Source: an optimization exercise on an open RTL-to-GDS flow (aim: small area, a short achievable clock period and few clock cycles per item). Production flows keep margins and buffers that such runs may drop. At most, simulation tests tie the RTL to the original design; equivalence was not proved. No functional check of the RTL was part of runs 2 to 4. Power figures rest on the tool's default switching activity, not on a simulated workload.

**flow/design.v**
```verilog
module enc1750_fmt #(
    parameter integer N    = 24,
    parameter integer X    = 8,
    parameter integer EMIN = -128,
    parameter integer EMAX = 127
) (
    input  wire               sign,   
    input  wire        [52:0] sig,    
    input  wire signed [11:0] e,      
    output wire       [N-1:0] m,      
    output wire       [X-1:0] xf      
);
    localparam [N-1:0] HALF = {2'b01, {(N - 2) {1'b0}}};
    wire [N-1:0] raw = sig[52:53-N];
    wire [N-1:0] m0 = {1'b0, raw[N-1:1]} + {{(N - 1) {1'b0}}, raw[0]};
    wire               ovf = m0[N-1];
    wire [N-1:0]       m1  = ovf ? HALF : m0;
    wire signed [11:0] e1  = ovf ? e + 12'sd1 : e;
    wire [N-1:0] mneg = sign ? (~m1 + {{(N - 1) {1'b0}}, 1'b1}) : m1;
    wire               norm = mneg[N-1] & mneg[N-2];
    wire [N-1:0]       mn   = norm ? {mneg[N-2:0], 1'b0} : mneg;
    wire signed [11:0] e2   = norm ? e1 - 12'sd1 : e1;
    wire signed [11:0] emin_c = EMIN;
    wire signed [11:0] emax_c = EMAX;
    wire signed [11:0] ec = (e2 > emax_c) ? emax_c : (e2 < emin_c) ? emin_c : e2;
    assign m  = mn;
    assign xf = ec[X-1:0];
endmodule
module enc1750_core (
    input  wire [63:0] value,
    input  wire  [7:0] width,
    output reg   [1:0] status,
    output reg   [2:0] nbytes,
    output reg  [47:0] data
);
    localparam [1:0] ST_OK = 2'd0, ST_INVALID_WIDTH = 2'd1, ST_NONFINITE = 2'd2;
    function [5:0] lzc52(input [51:0] x);
        integer i;
        begin
            lzc52 = 6'd52;
            for (i = 0; i < 52; i = i + 1)
                if (x[i]) lzc52 = 51 - i;
        end
    endfunction
    wire        s  = value[63];
    wire [10:0] be = value[62:52];
    wire [51:0] fr = value[51:0];
    wire nonfinite = (be == 11'h7ff);
    wire is_sub    = (be == 11'd0);       
    wire is_zero   = is_sub && (fr == 52'd0);
    wire [5:0]  lz      = lzc52(fr);
    wire [52:0] sig_sub = {1'b0, fr} << (lz + 6'd1);
    wire [52:0] sig     = is_sub ? sig_sub : {1'b1, fr};
    wire signed [11:0] e_norm = $signed({1'b0, be}) - 12'sd1022;
    wire signed [11:0] e_sub  = -12'sd1022 - $signed({6'd0, lz});
    wire signed [11:0] e      = is_zero ? 12'sd0 : (is_sub ? e_sub : e_norm);
    wire [9:0]  m16;
    wire [5:0]  x16;
    wire [23:0] m32;
    wire [7:0]  x32;
    wire [39:0] m48;
    wire [7:0]  x48;
    enc1750_fmt #(.N(10), .X(6), .EMIN(-32),  .EMAX(31))  u_f16 (.sign(s), .sig(sig), .e(e), .m(m16), .xf(x16));
    enc1750_fmt #(.N(24), .X(8), .EMIN(-128), .EMAX(127)) u_f32 (.sign(s), .sig(sig), .e(e), .m(m32), .xf(x32));
    enc1750_fmt #(.N(40), .X(8), .EMIN(-128), .EMAX(127)) u_f48 (.sign(s), .sig(sig), .e(e), .m(m48), .xf(x48));
    always @(*) begin
        status = ST_OK;
        nbytes = 3'd0;
        data   = 48'd0;
        case (width)
            8'd16: begin nbytes = 3'd2; data = {m16, x16, 32'd0}; end
            8'd32: begin nbytes = 3'd4; data = {m32, x32, 16'd0}; end
            8'd48: begin nbytes = 3'd6; data = {m48[39:16], x48, m48[15:0]}; end
            default: status = ST_INVALID_WIDTH;
        endcase
        if (status == ST_OK && nonfinite) begin
            status = ST_NONFINITE;
            nbytes = 3'd0;
            data   = 48'd0;
        end
    end
endmodule
module fp_encode_1750a (
    input  wire        clk,
    input  wire        rst,
    input  wire        in_valid,
    output wire        in_ready,
    input  wire [63:0] in_value,
    input  wire  [7:0] in_width,
    output wire        out_valid,
    input  wire        out_ready,
    output wire [47:0] out_data,
    output wire  [2:0] out_nbytes,
    output wire  [1:0] out_status
);
    localparam integer DEPTH = 3;
    reg        req_valid;
    reg [63:0] req_value;
    reg  [7:0] req_width;
    reg [52:0] fifo_mem [0:1];
    reg        rd_ptr;
    reg        wr_ptr;
    reg  [1:0] fifo_cnt;
    wire [1:0] rsp_status;
    wire [2:0] rsp_nbytes;
    wire [47:0] rsp_data;
    enc1750_core u_core (
        .value (req_value),
        .width (req_width),
        .status(rsp_status),
        .nbytes(rsp_nbytes),
        .data  (rsp_data)
    );
    wire [2:0] in_flight = {2'b00, req_valid} + {1'b0, fifo_cnt};
    assign in_ready  = !rst && (in_flight < DEPTH);
    assign out_valid = !rst && (fifo_cnt != 2'd0);
    wire pop    = out_valid && out_ready;
    wire push   = req_valid && ((fifo_cnt != 2'd2) || pop);
    wire accept = in_valid && in_ready;
    always @(posedge clk) begin
        if (rst) begin
            req_valid <= 1'b0;
        end else if (accept) begin
            req_valid <= 1'b1;
            req_value <= in_value;
            req_width <= in_width;
        end else if (push) begin
            req_valid <= 1'b0;
        end
    end
    always @(posedge clk) begin
        if (rst) begin
            rd_ptr   <= 1'b0;
            wr_ptr   <= 1'b0;
            fifo_cnt <= 2'd0;
        end else begin
            if (push) begin
                fifo_mem[wr_ptr] <= {rsp_status, rsp_nbytes, rsp_data};
                wr_ptr <= ~wr_ptr;
            end
            if (pop) rd_ptr <= ~rd_ptr;
            fifo_cnt <= fifo_cnt + {1'b0, push} - {1'b0, pop};
        end
    end
    assign {out_status, out_nbytes, out_data} = fifo_mem[rd_ptr];
endmodule
```
**flow/run.sh**
```bash
#!/bin/bash
# synth_recipe.tcl (not shown) runs the flow's synth.tcl, then flattens the netlist and writes it again
# the make line also repeats each setting of config.mk as NAME=value (left out here)
make -C /OpenROAD-flow-scripts/flow DESIGN_CONFIG=/design/flow/config.mk WORK_HOME=/design/flow/orfs CLKGATE_MAP_FILE= SYNTH_SCRIPT=/design/flow/synth_recipe.tcl finish
```
**flow/config.mk**
```make
export PLATFORM = sky130hd
export DESIGN_NAME = fp_encode_1750a
export DESIGN_NICKNAME = fp_encode_1750a
export VERILOG_FILES = /design/flow/design.v
export SDC_FILE = /design/flow/constraint.sdc
export NUM_CORES = 4
export LEC_CHECK = 0
export CAP_MARGIN = 20
export CORE_MARGIN = 2
export CORE_UTILIZATION = 40
export SLEW_MARGIN = 20
```
**flow/constraint.sdc**
```tcl
create_clock -name core_clock -period 10.0 [get_ports {clk}]
set_input_delay 2.0000 -clock core_clock [delete_from_list [all_inputs] [get_ports {clk}]]
set_output_delay 2.0000 -clock core_clock [all_outputs]
set_load 0.01 [all_outputs]
```
==> flow_metrics.tcl, run 1 <==
set metrics [dict create \
    ioPinCount 131 \
    yosys-top-cells-area "edfxtp_1, mux2i_1, xnor2_1" \
    syn_to_final_growth_pct 16.7 \
    endpoint "fifo_mem[0][16]" \
    syn_area_um2 20300 \
    die_x_um 229 \
    r2r_start "req_value[24]" \
    avgSynthCellArea_um2 8.34 \
    post_drt_wl_per_cell_um 27.7 \
    root_buffer "clkbuf_16" \
    ir_drop_mv 0.0976 \
    insertion_delay_ps 520 \
    rsz0062_at_grt "no" \
    rrSetupSlack_ps 330 \
    cp_max_fo 27 \
    grt_max_degree 65 \
    grt.total_usage_pct 33.9 \
    drtIter0Drc 2401 \
    dpl_worst_slack_ps 565 \
    start_util_pct 40.5 \
    first_pass_iters 8 \
    ys_seq_elements 182 \
    synth_cell_types 127 \
    setup_ws_ps 332 \
    layout-drive-gt1-share_pct 16.0 \
    cts.repair.resized 0 \
    port_buffers 129 \
    fmax_ghz 0.103 \
    nNetsFinal 2688 \
    antenna_found_initial 0 \
    place_congestion 1.01 \
    startpoint_type "flip-flop" \
    ys.flop_type "edfxtp_1" \
    ys_seq_area_share_pct 26.6 \
    yosys.area.top_type_share_pct 26.0 \
    status "finished clean" \
    power_density_nw_per_um2 92.0 \
    dp_cells 3247 \
    clock_skew_ps 15.5 \
    cts_setup_buffers 0 \
    fin_crit_ps 9670 \
    die_y_um 229 \
    viasPerCell 6.53 \
    cp.arrival_ps 10000 \
    ant_nets 0 \
    syn_nets 2528 \
    drc 0 \
    nFillCells 4979 \
    endpoint_kind "flip-flop" \
    synth_edf_count 176 \
    grt_pass1_wl_mm 134 \
    cts_buffer_depth 2 \
    dpl.hpwl_mm 71.5 \
    final_common_cell "nand2_1" \
    cts_tree "done" \
    gr-total-overflow 0 \
    core_um2 50200 \
    totalPowerFinal_mw 2.18 \
    maxCapViolCount 0 \
    row_count 82 \
    totalWireLength_mm 90.8 \
    final_cells 3280 \
    finalCritPeriodShare_pct 96.7 \
    leakage_nw 8.54 \
    synth_warnings 2 \
    startpoint "req_value[24]" \
    cts_sinks 182 \
    cts_buffers 17 \
    finalHoldViolations 0 \
    hold_class "reg2reg" \
    synth_cells 2434 \
    setup_viol 0 \
    fin_setup_tns_ps 0 \
    grt_pass1_vias 20400 \
    h-tree-depth 4 \
    worst_ep_required_time_ps 10330 \
    async_reset_ff_share_pct 0 \
    r2r_cells 26 \
    dieArea_um2 52600 \
    routed-via-count 21400 \
    clk_pin_slew_ps 80 \
    critical_path_class "reg2reg" \
    mostFrequentLayoutCells "nand2_1, buf_4, nor2_1, edfxtp_1, clkdlybuf4s50_1" \
    r2r_end "fifo_mem[0][16]" \
    slew_headroom_pct 26.8 \
    synth_top_cell_by_area "edfxtp_1" \
    tightest_slew_ps 1070 \
    hold_buffers 0 \
    report.final.slew_viol_count 0 \
]
-- registers in the layout, indices dropped and copies added (netlist names), named ones only --
register / count
req_width: 8
fifo_mem: 104
rd_ptr: 1
req_value: 64
wr_ptr: 1
req_valid: 1
fifo_cnt: 2
-- power by group --
| group | leakage [nW] | internal, mW | switching [mW] |
|---|---|---|---|
| Sequential | 1.91 | 0.849 | 0.0275 |
| Clock | 0.282 | 0.332 | 0.360 |
| Combinational | 6.35 | 0.229 | 0.383 |
-- metrics by stage --
step           cell area, µm²  hold slack [ps]  utilization (%)
3_3_place_gp            23100              488             46.0
4_1_cts                 23700              520             47.2
3_5_place_dp            23100              496             46.0
5_1_grt                 23700              582             47.2
2_1_floorplan           20300              472                -
6_report                23700              508             47.2
-- area by class of cell --
type	instances	area (µm²)	area share [%]
Multi-Input combinational cell	2027	13900	58.7
Sequential cell	182	5410	22.8
Timing Repair Buffer	326	2810	11.9
Tap cell	672	841	3.55
Clock buffer	17	425	1.80
Clock inverter	15	153	0.644
Inverter	40	153	0.644
Antenna cell	1	2.50	0.0106
-- worst min path at each step --
stage / startpoint / to / slack [ps] / cells after the start
after floorplan: rd_ptr / flip-flop / 470 / 2
after global placement: rd_ptr / rd_ptr / 490 / 2
after detailed placement: rd_ptr / flip-flop / 500 / 2
after CTS: rd_ptr / rd_ptr / 520 / 2
after global routing: rd_ptr / rd_ptr / 580 / 2
final: rd_ptr / flip-flop / 510 / 2
-- worst max-delay path: stages (launching register included) --
cell      delay, ps
edfxtp_1        580
nor4_1          540
nand2_1         120
a31o_1          270
a211o_1         370
o211ai_1        240
a211oi_1        170
ha_2            250
clkinv_1        220
a21oi_2         130
nor2_4          730
buf_4           450
a31oi_1         100
a221oi_1        580
o221ai_1        520
nor3_2          510
nand4b_1        450
nor4_1          460
xnor2_1         230
a21oi_1         100
or4_1           730
o21a_1          280
nor3_1          420
nor2_1          140
maj3_2          310
a211o_1         400
o221ai_1        140
-- cells by family after synthesis --
kind of cell / share of synthesized area (%)
simple gates: 24.9
other cells: 0.0185
flops: 26.6
mux: 10.3
xor+xnor: 8.19
compound gates: 23.7
buf+inv: 5.10
fa+ha+maj: 1.17
-- Yosys cell counts, types with 13 or more instances --
library cell / number
or4_1: 20
buf_4: 18
nor3_1: 92
o221ai_1: 13
a21o_1: 14
a211oi_1: 40
xor2_1: 77
o211a_1: 13
xnor2_1: 111
o22ai_1: 16
and2_1: 31
a22oi_1: 22
nor4_1: 39
o21a_1: 16
ha_1: 18
or2_2: 21
nand3_1: 98
nor2b_1: 16
nand2_1: 255
mux2_2: 70
nand4_1: 41
a21oi_1: 123
or3_1: 26
clkbuf_1: 85
nand2b_1: 22
edfxtp_1: 176
and4_1: 13
nor2_1: 185
buf_2: 65
a32oi_1: 14
a21boi_0: 15
a31oi_1: 27
and3_1: 39
o211ai_1: 31
o21ai_0: 100
a221oi_1: 19
o31ai_1: 33
inv_1: 37
mux2i_1: 103
-- metal layers --
layer / vias to the layer above / track usage (%) / routed length, µm
met5: - / 0 / 0
met4: 0 / 21.9 / 6190
met3: 235 / 4.35 / 5700
met2: 1105 / 54.9 / 42000
met1: 10400 / 42.5 / 36900
li1: 9642 / - / -
Testbench counts, summed over its fixed seeds: cycles 24,016, items 24,000.
==> run 2, diff against run 1 <==
==> flow/design.v (replaced) <==
module enc1750_fmt (
    input  wire [51:0] fr,
    output wire [38:0] frac
);
    wire [51:0] a0 = fr;
    wire        z5 = ~|a0[51:20];
    wire [51:0] a1 = z5 ? {a0[19:0], 32'd0} : a0;
    wire        z4 = ~|a1[51:36];
    wire [51:0] a2 = z4 ? {a1[35:0], 16'd0} : a1;
    wire        z3 = ~|a2[51:44];
    wire [51:0] a3 = z3 ? {a2[43:0], 8'd0} : a2;
    wire        z2 = ~|a3[51:48];
    wire [51:0] a4 = z2 ? {a3[47:0], 4'd0} : a3;
    wire        z1 = ~|a4[51:50];
    wire [51:0] a5 = z1 ? {a4[49:0], 2'd0} : a4;
    wire        z0 = ~a5[51];
    wire [51:0] a6 = z0 ? {a5[50:0], 1'd0} : a5;
    assign frac = a6[50:12];
endmodule
module enc1750_core (
    input  wire [63:0] value,
    input  wire  [7:0] width,
    output wire  [3:0] code,    
    output wire [47:0] data     
);
    wire        s  = value[63];
    wire [10:0] be = value[62:52];
    wire [51:0] fr = value[51:0];
    wire w16 = (width == 8'd16);
    wire w32 = (width == 8'd32);
    wire w48 = (width == 8'd48);
    wire wok = w16 | w32 | w48;
    wire nonfinite = &be;
    wire is_sub    = ~|be;
    wire is_zero   = is_sub & ~|fr;
    wire [38:0] frac_sub;
    enc1750_fmt u_norm (.fr(fr), .frac(frac_sub));
    wire [38:0] sg = is_sub ? frac_sub : fr[51:13];
    wire r = w16 ? sg[30] : w32 ? sg[16] : sg[0];
    wire c = r ^ s;
    wire [39:0] x;
    assign x[39] = s;
    assign x[38] = ~is_zero ^ s;
    genvar k;
    generate
        for (k = 1; k <= 38; k = k + 1) begin : g_x
            if (k <= 8)
                assign x[38-k] = sg[39-k] ^ s;
            else if (k <= 22)
                assign x[38-k] = w16 ? c : (sg[39-k] ^ s);
            else
                assign x[38-k] = w48 ? (sg[39-k] ^ s) : c;
        end
    endgenerate
    wire [39:0] w = x + {39'd0, c};
    wire [39:0] m;
    assign m[39]   = s & ~is_zero;
    assign m[38]   = ~s & ~is_zero;
    assign m[37:0] = w[37:0];
    wire ones16 = &fr[51:43], ones32 = &fr[42:29], ones48 = &fr[28:13];
    wire zer16  = ~|fr[51:43], zer32 = ~|fr[42:29], zer48 = ~|fr[28:13];
    wire all1 = ones16 & (w16 | (ones32 & (w32 | ones48)));
    wire all0 = zer16  & (w16 | (zer32  & (w32 | zer48)));
    wire inc  = ~s & all1;
    wire dec  = s & all0;
    wire [11:0] bea = {1'b0, be} + {{11{dec}}, inc | dec};
    reg [7:0] xf8;
    reg [5:0] xf6;
    always @(*) begin
        if (is_zero) begin
            xf8 = 8'h00; xf6 = 6'h00;
        end else if (is_sub) begin
            xf8 = 8'h80; xf6 = 6'h20;
        end else begin
            if (bea <= 12'd894)       xf8 = 8'h80;
            else if (bea >= 12'd1149) xf8 = 8'h7f;
            else                      xf8 = bea[7:0] + 8'd2;
            if (bea <= 12'd990)       xf6 = 6'h20;
            else if (bea >= 12'd1053) xf6 = 6'h1f;
            else                      xf6 = bea[5:0] + 6'd2;
        end
    end
    assign data = {m[39:30], w16 ? xf6 : m[29:24], m[23:16],
                   w16 ? 8'd0 : xf8, m[15:0]};
    wire st0 = ~wok;
    wire st1 = wok & nonfinite;
    wire ok  = wok & ~nonfinite;
    assign code = {ok & (w32 | w48), ok & (w16 | w48), st1, st0};
endmodule
module fp_encode_1750a (
    input  wire        clk,
    input  wire        rst,
    input  wire        in_valid,
    output wire        in_ready,
    input  wire [63:0] in_value,
    input  wire  [7:0] in_width,
    output wire        out_valid,
    input  wire        out_ready,
    output wire [47:0] out_data,
    output wire  [2:0] out_nbytes,
    output wire  [1:0] out_status
);
    wire  [3:0] rsp_code;
    wire [47:0] rsp_data;
    enc1750_core u_core (
        .value(in_value),
        .width(in_width),
        .code (rsp_code),
        .data (rsp_data)
    );
    reg        ov;
    reg  [3:0] code_q;
    reg [47:0] data_q;
    wire load = ~ov | out_ready;
    assign in_ready  = ~rst & load;
    assign out_valid = ~rst & ov;
    always @(posedge clk) begin
        if (rst) ov <= 1'b0;
        else if (load) ov <= in_valid;
    end
    always @(posedge clk) begin
        if (load) begin
            code_q <= rsp_code;
            data_q <= rsp_data;
        end
    end
    wire err = code_q[0] | code_q[1];
    assign out_data   = data_q & {48{~err}};
    assign out_status = code_q[1:0];
    assign out_nbytes = {code_q[3], code_q[2], 1'b0};
endmodule
==> run 2 against run 1 <==
Combinational power decreased by 47%. Routed wire length is 59% lower. Total power shrank 64%. Clock power decreased by 75%. Count of clock-buffer cells in the layout decreased by 12. Design area shrank 55%. Critical path depth is 5 lower. Clock skew is 11 ps lower. Sequential share of layout area is 8.0 points lower. Die area down 55%. First-iteration DRC count shrank 54%. Core utilization grew 1.7 points.
==> flow_metrics.tcl, run 2 <==
set metrics [dict create \
    status "finished clean" \
    cp_cell_sequence "clkdlybuf4s50_1 > nor4_2 > and4b_1 > nand2_2 > o2111a_1 > o21ai_4 > mux2i_1 > mux2i_1 > a221oi_1 > mux2_4 > mux2_4 > o22ai_2 > xnor2_1 > nor2_1 > nor4bb_1 > ha_1 > and4_1 > o211ai_1 > or3_1 > nor3b_1 > mux2_2" \
    final_common_cell "clkdlybuf4s50_1" \
    worst_ep_required_time_ps 10050 \
    nFillCells 2213 \
    ant_nets 0 \
    report.final.slew_viol_count 0 \
    cts.repair.resized 0 \
    grt_pass1_wl_mm 56.1 \
    synth.most_common_cell "nand2_1" \
    synth_warnings 2 \
    synth_top_cell_by_area "edfxtp_1" \
    leakage_nw 3.92 \
    setup_viol 0 \
    final_cells 1537 \
    tightest_slew_ps 1010 \
    synth_edf_count 52 \
    critPathMaxStageDelay_ps 740 \
    largest_reg_flops 48 \
    drc 0 \
    mostFrequentLayoutCells "clkdlybuf4s50_1, nand2_1, nor2_1, a21oi_1, mux2i_1" \
    diodes 0 \
    die_y_um 153 \
    critical_path_class "in2reg" \
    syn_nets 1235 \
    ir_drop_mv 0.0587 \
    cts_setup_buffers 0 \
    cts_buffers 5 \
    cts_tree "done" \
    ys.flop_type "edfxtp_1" \
    clk_pin_slew_ps 70 \
    row_count 54 \
    port_buffers 129 \
    async_reset_ff_share_pct 0 \
    gr-total-overflow 0 \
    hold_class "reg2reg" \
    h-tree-depth 2 \
    first_pass_iters 5 \
    rsz0062_at_grt "no" \
    die_x_um 153 \
    dieArea_um2 23500 \
    fin_setup_tns_ps 0 \
    place_congestion 1.03 \
    reg_top3 "data_q (48), code_q (4), ov (1)" \
    grt_pass1_vias 9137 \
    endpoint_kind "flip-flop" \
    core_um2 21900 \
    finalHoldViolations 0 \
    rrSetupSlack_ps 8410 \
    ys_seq_elements 53 \
    clock_skew_ps 4.32 \
    nNetsFinal 1348 \
    root_buffer "clkbuf_16" \
    viasPerCell 6.47 \
    insertion_delay_ps 300 \
    syn_to_final_growth_pct 19.9 \
    totalWireLength_mm 37.4 \
    grt_max_degree 53 \
    fin_crit_ps 9250 \
    regMostFlops "data_q" \
    cts_sinks 53 \
    synth_cells 1143 \
    hold_buffers 0 \
    avgSynthCellArea_um2 7.81 \
    fmax_ghz 0.108 \
    yosys.area.top_type_share_pct 17.5 \
    cp.arrival_ps 9300 \
    power_density_nw_per_um2 72.7 \
    finalCritPeriodShare_pct 92.5 \
    postPlaceCellArea_um2 10600 \
    grt.total_usage_pct 30.5 \
    dpl.hpwl_mm 29.6 \
    start_util_pct 40.8 \
    synthTopCellsByCount "nand2_1, nor2_1, a21oi_1" \
    crit_slowest_cell "o21ai_4" \
    startpoint_type "primary input" \
    post_drt_wl_per_cell_um 24.3 \
    cp_max_fo 24 \
    yosys-top-cells-area "edfxtp_1, mux2i_1, xnor2_1" \
    drtIter0Drc 1102 \
    dpl_worst_slack_ps 562 \
    routed-via-count 9941 \
    synth_cell_types 115 \
    ys_seq_area_share_pct 17.7 \
    layout-drive-gt1-share_pct 12.0 \
    slew_headroom_pct 32.5 \
    dp_cells 1529 \
    syn_area_um2 8930 \
    fin_area_um2 10700 \
    ioPinCount 131 \
    maxCapViolCount 0 \
    cts_buffer_depth 2 \
    antenna_found_initial 0 \
    setup_ws_ps 748 \
]
[run 2: cells by family after synthesis]
logic type / after synthesis / share of synthesized area, %
AO/OA/AOI/OAI: 342 / 29.2
buffers and inverters: 89 / 5.20
AND/OR/NAND/NOR: 488 / 28.7
flip-flops: 53 / 17.7
other: 1 / 0.0420
XOR/XNOR: 65 / 6.46
multiplexers: 89 / 10.5
adder cells (fa/ha/maj): 16 / 2.33
[run 2: area by class of cell]
cell class / count / area [µm²] / area share (%)
Tap cell: 280 / 350 / 3.27
Inverter: 16 / 60.1 / 0.561
Multi-Input combinational cell: 1001 / 6890 / 64.3
Clock inverter: 3 / 26.3 / 0.245
Timing Repair Buffer: 179 / 1670 / 15.6
Clock buffer: 5 / 125 / 1.17
Sequential cell: 53 / 1580 / 14.8
[run 2: path summary, 6_finish.rpt]
kind                              startpoint    endpoint  cells after the start
worst max-delay path            in_value[30]  data_q[28]                     21
worst min-delay path                      ov          ov                      3
worst min register to register            ov          ov                      3
worst max register to register            ov   data_q[5]                      2
[run 2: where the power goes]
part / total [mW] / internal, mW / switching, mW / leakage (nW)
registers: 0.278 / 0.274 / 0.00438 / 0.547
clock network: 0.175 / 0.0945 / 0.0807 / 0.0680
logic: 0.325 / 0.126 / 0.199 / 3.30
total: 0.778 / 0.495 / 0.284 / 3.92
[run 2: metal layers]
metal  part of all wire (%)  track usage, %  vias to the layer above
li1                       -               -                     4586
met1                     43            41.8                     4692
met3                    8.2            3.66                      104
met4                    5.3            14.0                        0
met2                     44            48.0                      559
met5                      0               0                        -
[run 2: worst max-delay path, delay by kind of cell]
kind / cells / cell delay (ps)
AOI/OAI and AO/OA: 5 / 1980
xor gates and xnor gates: 1 / 290
and+or+nand+nor: 8 / 2830
muxes: 5 / 1360
buffers and inverters: 1 / 600
adders and majority gates: 1 / 230
[run 2: stage by stage]
| stage | util [%] | hold WS, ps | power, mW |
|---|---|---|---|
| 2_1_floorplan | - | 576 | 0.474 |
| 3_3_place_gp | 48.2 | 613 | 0.599 |
| 3_5_place_dp | 48.2 | 615 | 0.598 |
| 4_1_cts | 48.9 | 625 | 0.773 |
| 5_1_grt | 48.9 | 704 | 0.814 |
| 6_report | 48.9 | 619 | 0.778 |
==> run 3, diff against run 2 <==
--- a/flow/config.mk
+++ b/flow/config.mk
@@ -8,4 +8,5 @@
 export CAP_MARGIN = 20
 export CORE_MARGIN = 2
 export CORE_UTILIZATION = 40
+export SETUP_SLACK_MARGIN = 3
 export SLEW_MARGIN = 20
==> run 3 against run 2 <==
Synthesized cell count unchanged. Largest cell class unchanged. Maximum frequency up 24%. Largest power group unchanged. Non-clock buffer count up 110. Area after synthesis unchanged. Still clean on timing, DRC and antenna. Die area unchanged. Via count up 6.9%. Routed wire length up 6.2%. Total power up 7.2%. Worst setup slack better by 1800 ps. Hold slack better by 2.4 ps.
==> flow_metrics.tcl, run 3 <==
set metrics [dict create \
    synth_edf_count 52 \
    synth_xor_area_share_pct 6.46 \
    setup_viol 0 \
    yosys.area.top_type_share_pct 17.5 \
    async_reset_ff_share_pct 0 \
    avgSynthCellArea_um2 7.81 \
    fin_area_um2 12700 \
    holdWs_ps 622 \
    syn_to_final_growth_pct 41.7 \
    crit_top_cell "mux2_4" \
    grt_pass1_wl_mm 58.3 \
    r2r_end "data_q[5]" \
    cp_max_fo 17 \
    h-tree-depth 2 \
    cts_tree "done" \
    muxShareOfSynthArea_pct 10.5 \
    cts_sinks 53 \
    syn_nets 1235 \
    synth_top_family_by_area "compound AO/OA/AOI/OAI gates" \
    synth.most_common_cell "nand2_1" \
    reg_top3 "data_q (48), code_q (4), ov (1)" \
    power_density_nw_per_um2 65.9 \
    dieArea_um2 23500 \
    endpoint_kind "flip-flop" \
    startpoint "in_value[49]" \
    synth-simple-area-share_pct 28.7 \
    mostFrequentLayoutCells "buf_4, nand2_1, nor2_1, clkdlybuf4s50_1, and2_1" \
    synthTopCellsByCount "nand2_1, nor2_1, a21oi_1" \
    synth_top_cell_by_area "edfxtp_1" \
    r2r_cells 2 \
    fin_crit_ps 7440 \
    routed-via-count 10600 \
    core_um2 21900 \
    cts_buffers 5 \
    final_common_cell "buf_4" \
    nFillCells 1998 \
    finalHoldViolations 0 \
    syn_area_um2 8930 \
    ioPinCount 131 \
    nNetsFinal 1461 \
    yosys-top-cells-area "edfxtp_1, mux2i_1, xnor2_1" \
    grt_pass1_vias 9784 \
    startpoint_type "primary input" \
    row_count 54 \
    gr-usage-met2_pct 47.6 \
    first_pass_iters 6 \
    rrSetupSlack_ps 8400 \
    largest_reg_flops 48 \
    r2r_start "ov" \
    die_x_um 153 \
    synth_compound_area_share_pct 29.2 \
    synth_cells 1143 \
    ant_nets 0 \
    cts_buffer_depth 2 \
    place_congestion 1.03 \
    clk_pin_slew_ps 60 \
    insertion_delay_ps 300 \
    grt_util_met3_pct 6.27 \
    hold_class "reg2reg" \
    maxCapViolCount 0 \
    ys.flop_type "edfxtp_1" \
    tightest_slew_ps 1030 \
    port_buffers 129 \
    antenna_found_initial 0 \
    gr-total-overflow 0 \
    worst_ep_required_time_ps 10050 \
    critical_path_class "in2reg" \
    endpoint "data_q[28]" \
    die_y_um 153 \
    start_util_pct 40.8 \
    root_buffer "clkbuf_16" \
    dpl.hpwl_mm 28.7 \
    ys_seq_area_share_pct 17.7 \
    slew_headroom_pct 31.3 \
    finalCritPeriodShare_pct 74.4 \
    clock_skew_ps 5.37 \
    synth_warnings 2 \
    critPathMaxStageDelay_ps 530 \
    synth_fa_ha_area_share_pct 2.33 \
    crit_slowest_cell "dlygate4sd2_1" \
    ir_drop_mv 0.0696 \
    use_met1_pct 42.3 \
    synth_cell_types 115 \
    report.final.slew_viol_count 0 \
    status "finished clean" \
    ys_seq_elements 53 \
    drtIter0Drc 1018 \
    viasPerCell 6.44 \
    layout-drive-gt1-share_pct 29.5 \
    leakage_nw 4.79 \
    grt.total_usage_pct 31.6 \
    postPlaceCellArea_um2 10600 \
    cp.arrival_ps 7490 \
    drc 0 \
    top_usage_layer "met2" \
    regMostFlops "data_q" \
    grt_max_degree 53 \
    fmax_ghz 0.134 \
    rsz0062_at_grt "yes" \
    totalWireLength_mm 39.7 \
    fin_setup_tns_ps 0 \
    hold_start "ov" \
    cp_cell_sequence "dlygate4sd2_1 > nor2_1 > and3_4 > buf_4 > and3_4 > buf_6 > a221o_1 > a21oi_2 > o211ai_2 > o21a_4 > mux2_4 > mux2_4 > o22ai_4 > buf_6 > xnor2_4 > nor2_4 > nor4bb_4 > ha_4 > and4_4 > o211ai_1 > or3_4 > nor3b_2 > mux2_4" \
    post_drt_wl_per_cell_um 24.1 \
    diodes 0 \
]
-- run 3: through the flow --
step / instances / setup slack, ps / total power [mW] / utilization [%]
3_3_place_gp: 1517 / 647 / 0.598 / 48.3
5_1_grt: 1650 / 2430 / 0.865 / 57.8
3_5_place_dp: 1517 / 577 / 0.597 / 48.3
2_1_floorplan: 1143 / 2540 / 0.479 / -
4_1_cts: 1622 / 2610 / 0.803 / 55.5
6_report: 1650 / 2560 / 0.835 / 57.8
-- run 3: final cells by class --
class / count / area [µm²] / area share [%]
inverters: 16 / 62.6 / 0.494
flip-flops and latches: 53 / 1580 / 12.5
clock inverters: 3 / 21.3 / 0.168
well taps: 280 / 350 / 2.77
multi-input cells: 1004 / 7920 / 62.5
repair buffers: 289 / 2600 / 20.5
clock buffers: 5 / 125 / 0.988
-- run 3: worst min-delay path by stage --
stage	cells past startpoint	endpoint
2_1_floorplan	3	ov
3_3_place_gp	3	ov
3_5_place_dp	3	ov
4_1_cts	3	ov
5_1_grt	3	ov
6_report	3	ov
-- run 3: kinds of logic (layout without fill, tap and decap cells) --
kind of cell               after synthesis  after routing
muxes                                   89             89
other                                    1              1
buffers and inverters                   89            313
and+or+nand+nor                        488            489
AOI/OAI and AO/OA                      342            344
DFF                                     53             53
xor gates and xnor gates                65             65
adders and majority gates               16             16
-- run 3: metal layers --
layer  vias to the layer above  part of all wire (%)  wire, µm
li1                       4818                     -         -
met1                      4934                    40     16000
met2                       691                    42     16900
met3                       187                    10      4060
met4                         0                   6.9      2750
met5                         -                     0         0
-- run 3: repair_timing --
item,4_1_cts,5_1_grt
gates cloned,3,0
setup buffers,94,28
pin swaps,60,49
hold buffers,0,0
setup endpoints to repair,46,40
gates resized for setup,234,71
-- run 3: power by group --
group,switching [mW],internal (mW)
logic,0.230,0.155
clock network,0.0792,0.0932
registers,0.00400,0.274
total,0.313,0.522
-- run 3: worst max-delay path: cells and delay by family --
kind / cells / cell delay (ps)
AOI/OAI and AO/OA: 6 / 1400
xor gates and xnor gates: 1 / 140
adders and majority gates: 1 / 180
buffers and inverters: 4 / 1010
muxes: 3 / 890
and+or+nand+nor: 8 / 1850
==> run 4, diff against run 3 <==
--- a/flow/config.mk
+++ b/flow/config.mk
@@ -5,8 +5,8 @@
 export SDC_FILE = /design/flow/constraint.sdc
 export NUM_CORES = 4
 export LEC_CHECK = 0
+export ABC_AREA = 1
 export CAP_MARGIN = 20
 export CORE_MARGIN = 2
 export CORE_UTILIZATION = 40
-export SETUP_SLACK_MARGIN = 3
 export SLEW_MARGIN = 20
==> run 4 against run 3 <==
Combinational power decreased by 25%. Still clean. Critical path type unchanged. Synthesized cell count rose by 34%. Largest power group unchanged. Global-route usage fell by 4.6 points.
==> flow_metrics.tcl, run 4 <==
set metrics [dict create \
    row_count 53 \
    port_buffers 129 \
    swShare_pct 36.9 \
    maxCapViolCount 0 \
    root_buffer "clkbuf_16" \
    yosys.area.top_type_share_pct 19.8 \
    die_y_um 151 \
    synth_cell_types 49 \
    dieArea_um2 22700 \
    rsz0062_at_grt "no" \
    dpl.hpwl_mm 25.9 \
    mostFrequentLayoutCells "nand2_1, inv_1, nor2_1, nand3_1, clkdlybuf4s50_1" \
    clk_pin_slew_ps 70 \
    combPwrFrac_pct 39.1 \
    worst_ep_required_time_ps 10060 \
    report.final.slew_viol_count 0 \
    nFillCells 2307 \
    core_um2 21100 \
    totalWireLength_mm 31.1 \
    synth_edf_count 52 \
    setup_viol 0 \
    cts_buffer_depth 2 \
    multi_input_comb_area_um2 5760 \
    grt_pass1_wl_mm 47.6 \
    synth.most_common_cell "nand2_1" \
    synthTopCellsByCount "nand2_1, inv_1, nor2_1" \
    cts_setup_buffers 0 \
    post_drt_wl_per_cell_um 16.5 \
    setup_ws_ps 1510 \
    r2r_cells 2 \
    drtIter0Drc 792 \
    antenna_found_initial 0 \
    syn_nets 1620 \
    cp.arrival_ps 8550 \
    nNetsFinal 1705 \
    fmax_ghz 0.118 \
    largest_reg_flops 48 \
    grt_pass1_vias 8799 \
    tightest_slew_ps 855 \
    ys.flop_type "edfxtp_1" \
    r2r_end "data_q[7]" \
    hold_start "ov" \
    hold_class "reg2reg" \
    grt_max_degree 69 \
    p_switching_mw 0.272 \
    cp_max_fo 36 \
    ant_nets 0 \
    synth_cells 1528 \
    endpoint_kind "flip-flop" \
    cts.repair.resized 0 \
    diodes 0 \
    synth_warnings 2 \
    fin_area_um2 10100 \
    ir_drop_mv 0.0633 \
    seqPwrFrac_pct 37.3 \
    insertion_delay_ps 300 \
    fin_setup_tns_ps 0 \
    avgSynthCellArea_um2 5.62 \
    register_area_um2 1580 \
    drc 0 \
    routed-via-count 9796 \
    ys_seq_elements 53 \
    syn_to_final_growth_pct 17.7 \
    place_congestion 1.00 \
    postPlaceCellArea_um2 9960 \
    dpl_worst_slack_ps 1320 \
    r2r_start "ov" \
    regMostFlops "data_q" \
    gr-total-overflow 0 \
    whs_path_depth 3 \
    finalCritPeriodShare_pct 84.9 \
    synth_top_cell_by_area "nand2_1" \
    die_x_um 151 \
    internal_power_mw 0.466 \
    start_util_pct 40.8 \
    reg_top3 "data_q (48), code_q (4), ov (1)" \
    async_reset_ff_share_pct 0 \
    viasPerCell 5.19 \
    first_pass_iters 5 \
    crit_top_cell "nand2_1" \
    final_common_cell "nand2_1" \
    syn_area_um2 8590 \
    startpoint_type "primary input" \
    ys_seq_area_share_pct 18.4 \
    cts_tree "done" \
    power_density_nw_per_um2 72.9 \
    slew_headroom_pct 42.9 \
    clock_skew_ps 4.42 \
    critical_path_class "in2reg" \
    cts_buffers 5 \
    crit_slowest_cell "nor2_2" \
    critPathMaxStageDelay_ps 650 \
    ioPinCount 131 \
    cts_sinks 53 \
    clockPowerShare_pct 23.6 \
    h-tree-depth 2 \
    finalHoldViolations 0 \
    grt.total_usage_pct 27.1 \
    yosys-top-cells-area "nand2_1, edfxtp_1, inv_1" \
    leakage_nw 4.83 \
    layout-drive-gt1-share_pct 6.01 \
    rrSetupSlack_ps 8710 \
    status "finished clean" \
    hold_buffers 0 \
    fin_crit_ps 8490 \
    min_to "ov" \
]
-- run 4: logic make-up after synthesis --
group / count (synthesis) / synth area share (%)
buffers and inverters: 297 / 14.7
and+or+nand+nor: 886 / 45.7
other: 1 / 0.0436
AOI/OAI and AO/OA: 232 / 14.3
xor gates and xnor gates: 43 / 4.38
DFF: 53 / 18.4
adders and majority gates: 16 / 2.42
-- run 4: metrics by stage --
stage,power (mW),cells,hold WS (ps),utilization (%)
global placement,0.565,1881,961,47.2
CTS,0.738,1889,1000,48.0
finish,0.738,1889,976,48.0
global route,0.782,1889,1050,48.0
detailed placement,0.564,1881,983,47.2
floorplan,0.463,1528,1600,-
-- run 4: worst max-delay path by stage --
stage / endpoint / depth (start not counted) / slack [ps] / startpoint
finish: data_q[44] / 44 / 1510 / in_value[25]
global route: data_q[34] / 44 / 930 / in_value[45]
CTS: data_q[44] / 44 / 1620 / in_value[23]
detailed placement: data_q[44] / 44 / 1320 / in_value[23]
global placement: data_q[44] / 44 / 1460 / in_value[45]
floorplan: data_q[29] / 43 / 3380 / in_value[41]
-- run 4: worst max-delay path, delay by kind of cell --
kind / cells / cell delay, ps
and+or+nand+nor: 35 / 4390
buffers and inverters: 6 / 1590
AOI/OAI and AO/OA: 2 / 440
adders and majority gates: 1 / 150
-- run 4: area by class of cell --
class / count / share of cell area (%)
clock inverter: 3 / 0.247
timing repair buffer: 147 / 14.1
sequential: 53 / 15.6
multi-input combinational: 1178 / 56.9
inverter: 228 / 8.49
clock buffer: 5 / 1.24
tap: 275 / 3.40
-- run 4: power groups by stage --
| stage | clock network (mW) | logic (mW) | registers [mW] |
|---|---|---|---|
| 2_1_floorplan | 0 | 0.183 | 0.280 |
| 3_3_place_gp | 0 | 0.284 | 0.280 |
| 3_5_place_dp | 0 | 0.283 | 0.281 |
| 4_1_cts | 0.178 | 0.285 | 0.276 |
| 5_1_grt | 0.185 | 0.319 | 0.278 |
| 6_report | 0.174 | 0.288 | 0.275 |
-- run 4: metal layers --
| metal | global-route usage [%] | share of wire, % |
|---|---|---|
| met5 | 0 | 0 |
| met1 | 36.3 | 44 |
| met4 | 11.6 | 4.3 |
| met3 | 3.15 | 6.7 |
| met2 | 43.9 | 45 |

port drivers added, routing unchanged:
In the flow no input, the clock included, has a driving cell. The finished layouts below were timed again as built, in two steps. Step 1 (the two cells are an assumption about what drives the block):
set clk [get_ports {clk}]
set_driving_cell -lib_cell sky130_fd_sc_hd__clkbuf_16 $clk
set_driving_cell -lib_cell sky130_fd_sc_hd__buf_2 [delete_from_list [all_inputs] $clk]
Step 2 adds t to the input delays and takes it off the output delays; t is the mean of the earliest and latest rising clock arrival at the registers after step 1. Input paths then give back, and output paths get back, about the clock's delay inside the block. a / b / c = no drivers / after step 1 / after step 2; a / b = the first two.
run | t, ns | slack for setup (ns) | worst setup path at the end
run 1 | 0.572 | 0.332 / 0.332 / 0.332 | register to register
run 2 | 0.333 | 0.748 / 0.761 / 0.428 | input to register
run 3 | 0.336 | 2.560 / 2.576 / 2.241 | input to register
run 4 | 0.335 | 1.508 / 1.524 / 1.189 | input to register
After both steps every run listed still meets setup and hold. For run 2, which loses most, drivers alone change the setup slack by +0.013 ns; drivers and shift together by -0.320 ns.
